This design comes from an exercise in tuning for small area, a short achievable clock period and few clock cycles on the open sky130 flow, not from production work. The RTL was checked by simulation tests, not by an equivalence proof against the original design. Power figures rest on the tool's default switching activity, not on a simulated workload.

==> quartz <==
==> flow/design.v <==
module evt_agg_enc (
    input  wire        clk,
    input  wire        rst,
    input  wire        cmd_valid,
    output wire        cmd_ready,
    input  wire [31:0] cmd,
    output reg         pkt_valid,
    output reg  [76:0] pkt
);
    localparam CAP = 64;
    localparam KW  = 12;            
    assign cmd_ready = 1'b1;
    wire is_set_mode = (cmd & 32'hFFFF_FFFC) == 32'h2000_0000;
    wire is_inject   = (cmd & 32'hFFFE_8080) == 32'h3000_0000;
    reg  [1:0] mode;                
    reg  [13:0] in_pack;
    always @(*) begin
        case (mode)
            2'd0:    in_pack = {cmd[14:8], cmd[6:0]};
            2'd1:    in_pack = {2'b00, cmd[14:9], cmd[6:1]};
            2'd2:    in_pack = {4'b0000, cmd[14:10], cmd[6:2]};
            default: in_pack = {6'b000000, cmd[14:11], cmd[6:3]};
        endcase
    end
    reg         r_inj, r_clr;
    reg  [1:0]  r_mode;
    reg  [13:0] r_pack;
    reg         r_p;
    always @(posedge clk) begin
        if (rst) begin
            mode  <= 2'd0;
            r_inj <= 1'b0;
            r_clr <= 1'b0;
        end else begin
            r_inj <= cmd_valid & is_inject;
            r_clr <= cmd_valid & is_set_mode & (cmd[1:0] != mode);
            if (cmd_valid & is_set_mode)
                mode <= cmd[1:0];
        end
        r_mode <= mode;
        r_pack <= in_pack;
        r_p    <= cmd[16];
    end
    reg  [CAP-1:0] occ;
    reg  [KW-1:0]  skey [0:CAP-1];
    reg  [CAP-1:0] sp;
    reg         k_inj, k_clr, q_inj, q_clr, d_inj, d_clr;
    reg  [1:0]  k_mode, q_mode, d_mode;
    reg  [13:0] k_pack, q_pack, d_pack;
    reg         k_p, q_p, d_p;
    reg  [CAP-1:0] k_match, q_match, d_match;
    reg  [2:0]  k_s, q_s, d_s;      
    reg  [CAP-1:0] match;
    integer i;
    always @(*) begin
        for (i = 0; i < CAP; i = i + 1)
            match[i] = occ[i] & (skey[i] == r_pack[KW-1:0]);
    end
    always @(posedge clk) begin
        if (rst) begin
            k_inj <= 1'b0;
            k_clr <= 1'b0;
        end else begin
            k_inj <= r_inj;
            k_clr <= r_clr;
        end
        k_mode  <= r_mode;
        k_pack  <= r_pack;
        k_p     <= r_p;
        k_match <= match;
        k_s     <= {r_pack[KW-1:0] == d_pack[KW-1:0],
                    r_pack[KW-1:0] == q_pack[KW-1:0],
                    r_pack[KW-1:0] == k_pack[KW-1:0]};
    end
    function [4:0] pop16;
        input [15:0] v;
        reg [1:0] a0, a1, a2, a3, a4, a5, a6, a7;
        reg [2:0] b0, b1, b2, b3;
        reg [3:0] c0, c1;
        begin
            a0 = v[0] + v[1];   a1 = v[2] + v[3];
            a2 = v[4] + v[5];   a3 = v[6] + v[7];
            a4 = v[8] + v[9];   a5 = v[10] + v[11];
            a6 = v[12] + v[13]; a7 = v[14] + v[15];
            b0 = a0 + a1; b1 = a2 + a3; b2 = a4 + a5; b3 = a6 + a7;
            c0 = b0 + b1; c1 = b2 + b3;
            pop16 = c0 + c1;
        end
    endfunction
    wire [CAP-1:0] k_match_p = k_match & sp;
    reg  [19:0] q_na, q_np;         
    integer g;
    always @(posedge clk) begin
        if (rst) begin
            q_inj <= 1'b0;
            q_clr <= 1'b0;
        end else begin
            q_inj <= k_inj;
            q_clr <= k_clr;
        end
        q_mode  <= k_mode;
        q_pack  <= k_pack;
        q_p     <= k_p;
        q_match <= k_match;
        q_s     <= k_s;
        for (g = 0; g < 4; g = g + 1) begin
            q_na[5*g +: 5] <= pop16(k_match[16*g +: 16]);
            q_np[5*g +: 5] <= pop16(k_match_p[16*g +: 16]);
        end
    end
    wire [4:0] cnt  = (q_na[4:0] + q_na[9:5]) + (q_na[14:10] + q_na[19:15]);
    wire [4:0] pcnt = (q_np[4:0] + q_np[9:5]) + (q_np[14:10] + q_np[19:15]);
    reg [3:0] g_n;
    reg [4:0] h_n;
    always @(*) begin
        case (q_mode)
            2'd1: begin
                g_n = {3'b111, cnt != 5'd0};
                h_n = {3'b111, pcnt != 5'd0, pcnt >= 5'd2};
            end
            2'd2: begin
                g_n = {cnt >= 5'd4, cnt >= 5'd5, cnt >= 5'd6, cnt >= 5'd7};
                h_n = {pcnt >= 5'd1, pcnt >= 5'd2, pcnt >= 5'd3, pcnt >= 5'd4, pcnt >= 5'd5};
            end
            default: begin
                g_n = {cnt >= 5'd28, cnt >= 5'd29, cnt >= 5'd30, cnt == 5'd31};
                h_n = {pcnt >= 5'd13, pcnt >= 5'd14, pcnt >= 5'd15, pcnt >= 5'd16, pcnt >= 5'd17};
            end
        endcase
    end
    function [5:0] lowest_zero;
        input [63:0] v;
        reg [7:0] grp;
        reg [2:0] gi, bi;
        reg [7:0] sel;
        integer gg, b;
        begin
            for (gg = 0; gg < 8; gg = gg + 1)
                grp[gg] = ~&v[8*gg +: 8];
            gi = 3'd0;
            for (gg = 7; gg >= 0; gg = gg - 1)
                if (grp[gg]) gi = gg[2:0];
            sel = v[8*gi +: 8];
            bi = 3'd0;
            for (b = 7; b >= 0; b = b - 1)
                if (!sel[b]) bi = b[2:0];
            lowest_zero = {gi, bi};
        end
    endfunction
    function [63:0] rev64;
        input [63:0] v;
        integer b;
        begin
            for (b = 0; b < 64; b = b + 1)
                rev64[b] = v[63-b];
        end
    endfunction
    reg  [3:0] d_g;
    reg  [4:0] d_h;
    reg  [5:0] d_fa, d_fb;
    always @(posedge clk) begin
        if (rst) begin
            d_inj <= 1'b0;
            d_clr <= 1'b0;
        end else begin
            d_inj <= q_inj;
            d_clr <= q_clr;
        end
        d_mode  <= q_mode;
        d_pack  <= q_pack;
        d_p     <= q_p;
        d_match <= q_match;
        d_s     <= q_s;
        d_g     <= g_n;
        d_h     <= h_n;
        d_fa    <= lowest_zero(occ);
        d_fb    <= ~lowest_zero(rev64(occ));
    end
    reg  [3:1] o_st, o_em, o_clr, o_p;
    reg  [5:0] o_slot1, o_slot2, o_slot3;
    wire [3:1] e = o_clr | (d_s & o_em);    
    wire [3:1] a = d_s & o_st;              
    wire [3:1] b = a & o_p;                 
    wire mode1 = (d_mode == 2'd1);
    wire [1:0] na = {1'b0, a[1]} + {1'b0, a[2]} + {1'b0, a[3]};
    wire [2:0] nb = {2'b0, b[1]} + {2'b0, b[2]} + {2'b0, b[3]} + {2'b0, d_p};
    reg ge;
    always @(*) begin
        if (e[1])
            ge = 1'b0;
        else if (e[2])
            ge = mode1 & a[1];
        else if (e[3])
            ge = mode1 & (a[1] | a[2]);
        else
            ge = d_g[na];
    end
    reg op_agg;
    always @(*) begin
        if (e[1])
            op_agg = 1'b0;
        else if (e[2])
            op_agg = b[1] & d_p;
        else if (e[3])
            op_agg = (b[1] & b[2]) | ((b[1] | b[2]) & d_p);
        else
            op_agg = d_h[nb];
    end
    wire full  = &occ;
    wire agg   = (d_mode != 2'd0);
    wire act   = d_inj & agg & ~full;
    wire emit  = act & ge;
    wire store = act & ~ge;
    wire [5:0] slot = o_clr[1] ? 6'd0 :
                      (o_st[1] && o_slot1 == d_fa) ? d_fb : d_fa;
    wire [CAP-1:0] slot_oh = {{(CAP-1){1'b0}}, 1'b1} << slot;
    wire [CAP-1:0] oh1 = {{(CAP-1){1'b0}}, 1'b1} << o_slot1;
    wire [CAP-1:0] oh2 = {{(CAP-1){1'b0}}, 1'b1} << o_slot2;
    wire [CAP-1:0] oh3 = {{(CAP-1){1'b0}}, 1'b1} << o_slot3;
    wire [CAP-1:0] cmask = (d_match & {CAP{~e[3] & ~e[2]}}) |
                           (a[3] & ~e[2] ? oh3 : {CAP{1'b0}}) |
                           (a[2] ? oh2 : {CAP{1'b0}}) |
                           (a[1] ? oh1 : {CAP{1'b0}});
    always @(posedge clk) begin
        if (rst) begin
            occ   <= {CAP{1'b0}};
            o_st  <= 3'b000;
            o_em  <= 3'b000;
            o_clr <= 3'b000;
        end else begin
            if (d_clr)
                occ <= {CAP{1'b0}};
            else
                occ <= (occ & ~(emit ? cmask : {CAP{1'b0}})) |
                       (store ? slot_oh : {CAP{1'b0}});
            o_st  <= {o_st[2:1], store};
            o_em  <= {o_em[2:1], emit};
            o_clr <= {o_clr[2:1], d_clr};
        end
        o_p     <= {o_p[2:1], d_p};
        o_slot1 <= slot;
        o_slot2 <= o_slot1;
        o_slot3 <= o_slot2;
    end
    integer j;
    always @(posedge clk) begin
        for (j = 0; j < CAP; j = j + 1)
            if (!full && slot == j[5:0]) begin
                skey[j] <= d_pack[KW-1:0];
                sp[j]   <= d_p;
            end
    end
    function [6:0] sym;
        input [4:0] n;
        begin
            case (n)
                5'd0:  sym = 7'h11;
                5'd1:  sym = 7'h12;
                5'd2:  sym = 7'h14;
                5'd3:  sym = 7'h18;
                5'd4:  sym = 7'h21;
                5'd5:  sym = 7'h22;
                5'd6:  sym = 7'h24;
                5'd7:  sym = 7'h28;
                5'd8:  sym = 7'h41;
                5'd9:  sym = 7'h42;
                5'd10: sym = 7'h44;
                5'd11: sym = 7'h48;
                5'd12: sym = 7'h03;
                5'd13: sym = 7'h0C;
                5'd14: sym = 7'h30;
                5'd15: sym = 7'h50;
                default: sym = 7'h60;    
            endcase
        end
    endfunction
    localparam [6:0] HDR0 = 7'h11;
    localparam [6:0] HDR1 = 7'h12;
    localparam [7:0] ADDR_SRC_XOR = 8'h01 ^ 8'h02 ^ 8'h03 ^ 8'h04;
    localparam [6:0] ADDR_SYM0 = 7'h12;
    localparam [6:0] ADDR_SYM1 = 7'h14;
    localparam [6:0] ADDR_SYM2 = 7'h18;
    localparam [6:0] ADDR_SYM3 = 7'h21;
    wire op = agg ? op_agg : d_p;
    wire [15:0] payload  = {1'b1, op, d_pack};
    wire [7:0]  par_byte = ADDR_SRC_XOR ^ payload[7:0] ^ payload[15:8];
    wire        parity   = ~(^par_byte);
    wire [76:0] packet = {
        sym(5'd16),
        ADDR_SYM0, ADDR_SYM1, ADDR_SYM2, ADDR_SYM3,
        sym({1'b0, payload[15:12]}),
        sym({1'b0, payload[11:8]}),
        sym({1'b0, payload[7:4]}),
        sym({1'b0, payload[3:0]}),
        sym(5'd0),
        parity ? HDR1 : HDR0
    };
    always @(posedge clk) begin
        if (rst)
            pkt_valid <= 1'b0;
        else
            pkt_valid <= emit | (d_inj & ~agg);
        pkt <= packet;
    end
endmodule
==> flow/flow/run.sh <==
#!/bin/bash
# Standard ORFS layout, with repair_timing asked to leave a larger setup
# margin than the 13 ns constraint needs, so that the design is optimised
# for speed. The SDC and every other setting stay the standard flow's own.
set -o pipefail
bash standard.sh SETUP_SLACK_MARGIN=9.5 finish > standard_flow.log 2>&1
==> flow/standard.sh <==
#!/bin/bash
# synth_recipe.tcl (not shown) runs the flow's synth.tcl, then flattens the netlist and writes it again
# the make line also repeats each setting of config.mk as NAME=value (left out here)
make -C /OpenROAD-flow-scripts/flow DESIGN_CONFIG=/design/flow/config.mk WORK_HOME=/design/flow/orfs CLKGATE_MAP_FILE= SYNTH_SCRIPT=/design/flow/synth_recipe.tcl "${@:-finish}"
==> flow/config.mk <==
export PLATFORM = sky130hd
export DESIGN_NAME = evt_agg_enc
export DESIGN_NICKNAME = evt_agg_enc
export VERILOG_FILES = /design/flow/design.v
export SDC_FILE = /design/flow/constraint.sdc
export NUM_CORES = 4
export LEC_CHECK = 0
export CAP_MARGIN = 30
export CORE_MARGIN = 2
export CORE_UTILIZATION = 40
export CTS_BUF_LIST = sky130_fd_sc_hd__clkbuf_8
export CTS_CLUSTER_SIZE = 25
export SLEW_MARGIN = 20
==> flow/constraint.sdc <==
create_clock -name core_clock -period 13.0 [get_ports {clk}]
set_input_delay 2.6000 -clock core_clock [delete_from_list [all_inputs] [get_ports {clk}]]
set_output_delay 2.6000 -clock core_clock [all_outputs]
set_load 0.01 [all_outputs]
==> inputs of zinc, as changes to quartz <==
==> flow/flow/run.sh (replaced) <==
#!/bin/bash
# Standard ORFS layout, with repair_timing asked to leave a larger setup
# margin than the 13 ns constraint needs, so that the design is optimised
# for speed, and clock tree synthesis without dummy balancing loads.
# The SDC and every other setting stay the standard flow's own.
set -o pipefail
bash standard.sh SETUP_SLACK_MARGIN=9.4 \
  "CTS_ARGS=-sink_clustering_enable -repair_clock_nets -sink_clustering_size 40 -sink_clustering_max_diameter 60 -buf_list sky130_fd_sc_hd__clkbuf_16 -dont_use_dummy_load" \
  finish > standard_flow.log 2>&1
CORE_UTILIZATION = 60   (was 40)
CTS_BUF_LIST = sky130_fd_sc_hd__clkbuf_16   (was sky130_fd_sc_hd__clkbuf_8)
CTS_CLUSTER_DIAMETER = 60   (was unset)
CTS_CLUSTER_SIZE = 40   (was 25)
==> inputs of tundra, as changes to quartz <==
CORE_UTILIZATION = 70   (was 40)
CTS_BUF_LIST = sky130_fd_sc_hd__clkbuf_16   (was sky130_fd_sc_hd__clkbuf_8)
CTS_CLUSTER_DIAMETER = 60   (was unset)
CTS_CLUSTER_SIZE = 40   (was 25)
==> summary.txt <==
Status: tundra finished clean; zinc finished clean; quartz finished clean
Power, Total: tundra 7.60 mW; zinc 7.37 mW; quartz 8.29 mW
Share of the core filled with cells: tundra 79.0%; zinc 67.1%; quartz 46.9%
Final weighted congestion in routability-driven placement: tundra 1.09; zinc 1.06; quartz 1.05
Min Tclk post-route: tundra 3.80 ns; zinc 3.76 ns; quartz 3.99 ns
Launch instance of the worst min-delay path: tundra q_match[60]; zinc k_p; quartz q_match[8]
Placement Rows: tundra 102; zinc 110; quartz 135
Clock net power: tundra 2.82 mW; zinc 2.58 mW; quartz 3.50 mW
Worst R2R Path Depth: tundra 13; zinc 11; quartz 12
Area delta synth->final: tundra 12.2%; zinc 11.0%; quartz 16.8%
Post-place instance area: tundra 0.0561 sq mm; zinc 0.0562 sq mm; quartz 0.0573 sq mm
Critical path's slowest cell: tundra sky130_fd_sc_hd__fa_2; zinc sky130_fd_sc_hd__dfxtp_2; quartz sky130_fd_sc_hd__dfxtp_1
Clock latency of the later-clocked register in the worst-skew pair: tundra 0.67 ns; zinc 0.71 ns; quartz 0.96 ns
Static Leakage: tundra 20.3 nW; zinc 20.0 nW; quartz 21.5 nW
Chip Width: tundra 282 microns; zinc 305 microns; quartz 372 microns
Internal cell power: tundra 5.80 mW; zinc 5.80 mW; quartz 6.37 mW
Testbench counts of quartz, summed over its fixed seeds: cycles 10,360.
Testbench counts of zinc, summed over its fixed seeds: cycles 10,360.
Testbench counts of tundra, summed over its fixed seeds: cycles 10,360.

[re-timing with driven ports]
No port has a modelled driver above. Below, the same layouts with a new extraction and two added sets of constraints.
Step 1, drivers: a clkbuf_16 drives clk and a buf_2 each remaining input, both assumed.
Step 2 times the ports against the registers' clock, not the clock port: input delays grow and output delays shrink by t, the midpoint of the rising clock arrivals with the driver on.
Three values: no drivers, after step 1, after step 2; two values: the first two.
run	t (ns)	setup slack, ns	worst register clock-pin slew, ns
quartz	1.004	9.011 / 8.943 / 8.650	0.07 / 0.07
zinc	0.742	9.243 / 9.172 / 8.750	0.10 / 0.10
tundra	0.724	9.201 / 9.201 / 8.802	0.11 / 0.11
After both steps every run listed still meets setup and hold. The setup slack of zinc, which loses most, moves by -0.071 ns with the drivers and by -0.493 ns with both steps.
